Source: an optimization exercise on an open RTL-to-GDS flow (aim: small area, a short achievable clock period and few clock cycles per item). Production flows keep margins and buffers that such runs may drop.
At most, simulation tests tie the RTL to the original design; equivalence was not proved.

## tec_tick
module tec_tick (
    input  wire         clk,
    input  wire         rst,         
    input  wire         start,       
    input  wire         on,          
    input  wire [511:0] temp,        
    input  wire [511:0] w,           
    input  wire [31:0]  b0,
    input  wire [31:0]  b1,
    input  wire [31:0]  b2,
    input  wire [31:0]  a1,
    input  wire [31:0]  a2,
    input  wire [31:0]  off,
    input  wire [31:0]  lo,
    input  wire [31:0]  hi,
    output wire         ready,       
    output reg          done,        
    output reg  [31:0]  mix,
    output wire [31:0]  y
);
    reg         idle;
    reg         rst_r;       
    wire        busy = ~idle;
    reg  [4:0]  c;           
    reg         on_r;
    reg  [31:0] opa, opb, p, acc;
    reg  [31:0] x1, x2, y1, y2;
    assign ready = idle;
    assign y     = y1;
    reg         a_acc, b_acc, b_neg;      
    wire [31:0] add_a = a_acc ? acc : mix;
    wire [31:0] add_b0 = b_acc ? acc : p;
    wire [31:0] add_b = {add_b0[31] ^ b_neg, add_b0[30:0]};
    wire [31:0] sum;
    tec_fadd u_add (.a(add_a), .b(add_b), .s(sum));
    wire [31:0] prod;
    tec_fmul u_mul (.a(opa), .b(opb), .p(prod));
    wire [31:0] opa_n, opb_n;
    tec_opmux u_mux (
        .c(c), .temp(temp), .w(w),
        .b0(b0), .b1(b1), .b2(b2), .a1(a1), .a2(a2), .lo(lo), .hi(hi),
        .x1(x1), .x2(x2), .y1(y1), .y2(y2), .x0(sum),
        .opa_n(opa_n), .opb_n(opb_n)
    );
    function automatic is_nan(input [31:0] v);
        is_nan = (v[30:23] == 8'hFF) && (v[22:0] != 0);
    endfunction
    function automatic f_lt(input [31:0] v, input [31:0] u);
        reg [31:0] kv, ku;
        begin
            kv = v[31] ? ~v : {1'b1, v[30:0]};
            ku = u[31] ? ~u : {1'b1, u[30:0]};
            f_lt = kv < ku;
        end
    endfunction
  ...
Size: roughly 7800 cells after synthesis, roughly 0.052 mm^2 of cells after synthesis.
==> module tec_tick, before the edit <==
module tec_tick (
    input  wire         clk,
    input  wire         rst,         
    input  wire         start,       
    input  wire         on,          
    input  wire [511:0] temp,        
    input  wire [511:0] w,           
    input  wire [31:0]  b0,
    input  wire [31:0]  b1,
    input  wire [31:0]  b2,
    input  wire [31:0]  a1,
    input  wire [31:0]  a2,
    input  wire [31:0]  off,
    input  wire [31:0]  lo,
    input  wire [31:0]  hi,
    output wire         ready,       
    output reg          done,        
    output reg  [31:0]  mix,
    output wire [31:0]  y
);
    reg         idle;
    reg         rst_r;       
    wire        busy = ~idle;
    reg  [4:0]  c;           
    reg         on_r;
    reg  [31:0] opa, opb, p, acc;
    reg  [31:0] x1, x2, y1, y2;
    assign ready = idle;
    assign y     = y1;
    reg         a_acc, b_acc, b_neg;      
    wire [31:0] add_a = a_acc ? acc : mix;
    wire [31:0] add_b0 = b_acc ? acc : p;
    wire [31:0] add_b = {add_b0[31] ^ b_neg, add_b0[30:0]};
    wire [31:0] sum;
    tec_fadd u_add (.a(add_a), .b(add_b), .s(sum));
    wire [31:0] prod;
    tec_fmul u_mul (.a(opa), .b(opb), .p(prod));
    wire [31:0] opa_n, opb_n;
    tec_opmux u_mux (
        .c(c), .temp(temp), .w(w),
        .b0(b0), .b1(b1), .b2(b2), .a1(a1), .a2(a2), .lo(lo), .hi(hi),
        .x1(x1), .x2(x2), .y1(y1), .y2(y2), .x0(sum),
        .opa_n(opa_n), .opb_n(opb_n)
    );
    function automatic is_nan(input [31:0] v);
        is_nan = (v[30:23] == 8'hFF) && (v[22:0] != 0);
    endfunction
    function automatic f_lt(input [31:0] v, input [31:0] u);
        reg [31:0] kv, ku;
        begin
            kv = v[31] ? ~v : {1'b1, v[30:0]};
            ku = u[31] ? ~u : {1'b1, u[30:0]};
            f_lt = kv < ku;
        end
    endfunction
    wire        s_nan = is_nan(sum), l_nan = is_nan(opa), h_nan = is_nan(opb);
    wire        s_lt_l = f_lt(sum, opa);
    wire        h_lt_s = f_lt(opb, sum);
    wire        h_lt_l = f_lt(opb, opa);
    wire        z_is_l = l_nan ? 1'b0 : (s_nan | s_lt_l);              
    wire        z_nan  = s_nan & l_nan;
    wire        h_lt_z = z_is_l ? h_lt_l : h_lt_s;
    wire        y_is_h = h_nan ? 1'b0 : (z_nan | h_lt_z);              
    wire [31:0] y_new  = y_is_h ? opb : (z_is_l ? opa : sum);
    always @(posedge clk) begin
        opa <= opa_n;
        opb <= opb_n;
        p   <= prod;
        a_acc <= (c >= 5'd18);               
        b_acc <= (c == 5'd17);
        b_neg <= (c >= 5'd21);
        if (idle) begin
            on_r <= on;
            mix  <= 32'h00000000;
        end else if (c >= 5'd2 && c <= 5'd17)
            mix <= sum;
        if (idle || c <= 5'd18)
            acc <= off;                      
        else if (c == 5'd19)
            acc <= p;                        
        else
            acc <= sum;
        if (rst) begin
            idle <= 1'b1;
            c    <= 5'd0;
            done <= 1'b0;
        end else begin
            done <= 1'b0;
            if (idle) begin
                if (start) begin
                    idle <= 1'b0;
                    c    <= 5'd1;
                end
            end else begin
                c <= c + 5'd1;
                if (c == 5'd17 && !on_r) begin
                    idle <= 1'b1;
                    c    <= 5'd0;
                    done <= 1'b1;
                end
                if (c == 5'd19) begin
                    x1 <= opb;
                    x2 <= x1;
                end
                if (c == 5'd23) begin
                    y1   <= y_new;
                    y2   <= y1;
                    idle <= 1'b1;
                    c    <= 5'd0;
                    done <= 1'b1;
                end
            end
        end
        rst_r <= rst;
        if (rst_r) begin
            x1   <= 32'h00000000;
            x2   <= 32'h00000000;
            y1   <= 32'h00000000;
            y2   <= 32'h00000000;
        end
    end
endmodule
clock: 60.0 ns
lec_check: 0
abc_area: 1
cap_margin: 20
core_area: 5 5 345 345
cts_buf_list: sky130_fd_sc_hd__clkbuf_4 sky130_fd_sc_hd__clkbuf_8
die_area: 0 0 350 350
place_density: 0.7
slew_margin: 20
standard.sh (not shown) runs the stock make flow with config.mk's settings and CLKGATE_MAP_FILE= SYNTH_SCRIPT=/design/flow/synth_recipe.tcl, a recipe that flattens the netlist after the stock synthesis.
==> flow/flow/run.sh <==
#!/bin/bash
# Layout flow: the standard ORFS flow (standard.sh), run in two parts:
#  2. placement to the final layout (standard.sh), with
#     - plain buf_1 cells as the port buffers (instead of delay cells);
#     - the port pins placed by flow/pins.tcl before the IO placer runs, so
#       that the port bits feeding one operand-register bit sit together;
#     - a setup-slack target for the timing repair after clock-tree synthesis
#       and after global routing, so that the repair works towards the period
#       the design can reach rather than stopping at the design's 60 ns
#       clock, which every path already meets.
# Each part's full output goes to a log file of its own in this folder.
set -uo pipefail
W=$PWD
export BUFFER_PORTS_ARGS="-buffer_cell sky130_fd_sc_hd__buf_1"
export PRE_IO_PLACEMENT_TCL="$W/flow/pins.tcl"
export SYNTH_KEEP_MODULES=tec_opmux
export MUX_ABC_SCRIPT="$W/flow/abc_mux.script"
export MAIN_ABC_SCRIPT="$W/flow/abc_main.script"
sed -e "s#SYNTH_SCRIPT=[^ ]*#SYNTH_SCRIPT=$W/flow/synth.tcl#" standard.sh > own_synth.sh
grep -q "SYNTH_SCRIPT=$W/flow/synth.tcl" own_synth.sh || exit 1
bash own_synth.sh synth floorplan > flow_1_synth_floorplan.log 2>&1 || exit 1
export SETUP_SLACK_MARGIN=46.5
bash standard.sh > flow_2_place_to_finish.log 2>&1 || exit 1
Other scripts of this flow, unchanged in this note and not shown: flow/flow/abc_main.script, flow/flow/abc_mux.script, flow/flow/pins.tcl, flow/flow/synth.tcl
Change:
--- a/flow/design.v
+++ b/flow/design.v
@@ -1392,7 +1392,6 @@
     output wire [31:0]  y
 );
     reg         idle;
-    reg         rst_r;       
     wire        busy = ~idle;
     reg  [4:0]  c;           
     reg         on_r;
@@ -1457,6 +1456,10 @@
             idle <= 1'b1;
             c    <= 5'd0;
             done <= 1'b0;
+            x1   <= 32'h00000000;
+            x2   <= 32'h00000000;
+            y1   <= 32'h00000000;
+            y2   <= 32'h00000000;
         end else begin
             done <= 1'b0;
             if (idle) begin
@@ -1484,13 +1487,6 @@
                 end
             end
         end
-        rst_r <= rst;
-        if (rst_r) begin
-            x1   <= 32'h00000000;
-            x2   <= 32'h00000000;
-            y1   <= 32'h00000000;
-            y2   <= 32'h00000000;
-        end
     end
 endmodule
 module tec_opmux (
Outcome:
- The changed run produced a clean layout
- area after synthesis fell slightly
- cell area drops slightly
- worst setup slack stays flat
- cell count went down slightly
- global-route usage is lower by 1.7 points
Testbench counts after the change, summed over its fixed seeds: cycles 114,228, ticks 4,800.
No functional check of the RTL was part of the first run of this note.

## afterwards: timing with drivers on the ports
The flow's constraints put no driver on any port. The routed layouts listed below were extracted and timed again, unchanged, in two steps. Step 1 sets driving cells, clkbuf_16 on the clock port and buf_2 on the other inputs (assumed; they add their load-dependent delay and slew). Step 2 also shifts input and output timing later by t, the mid clock arrival at the registers, as if the neighbouring blocks saw the same clock. a / b / c = no drivers / after step 1 / after step 2; a / b = the first two.
run	shift t [ns]	setup WS [ns]	clock arrival spread, ns	slew at the worst register clock pin (ns)	pins driven straight from the clock port
the first run	0.859	46.495 / 46.415 / 45.854	0.101 / 0.102	0.10 / 0.10	1
the second run	0.831	46.494 / 46.408 / 45.878	0.033 / 0.034	0.07 / 0.07	1
After both steps setup and hold are still met in every run listed. The setup slack of the first run, which loses most, moves by -0.080 ns with the drivers and by -0.641 ns with both steps.
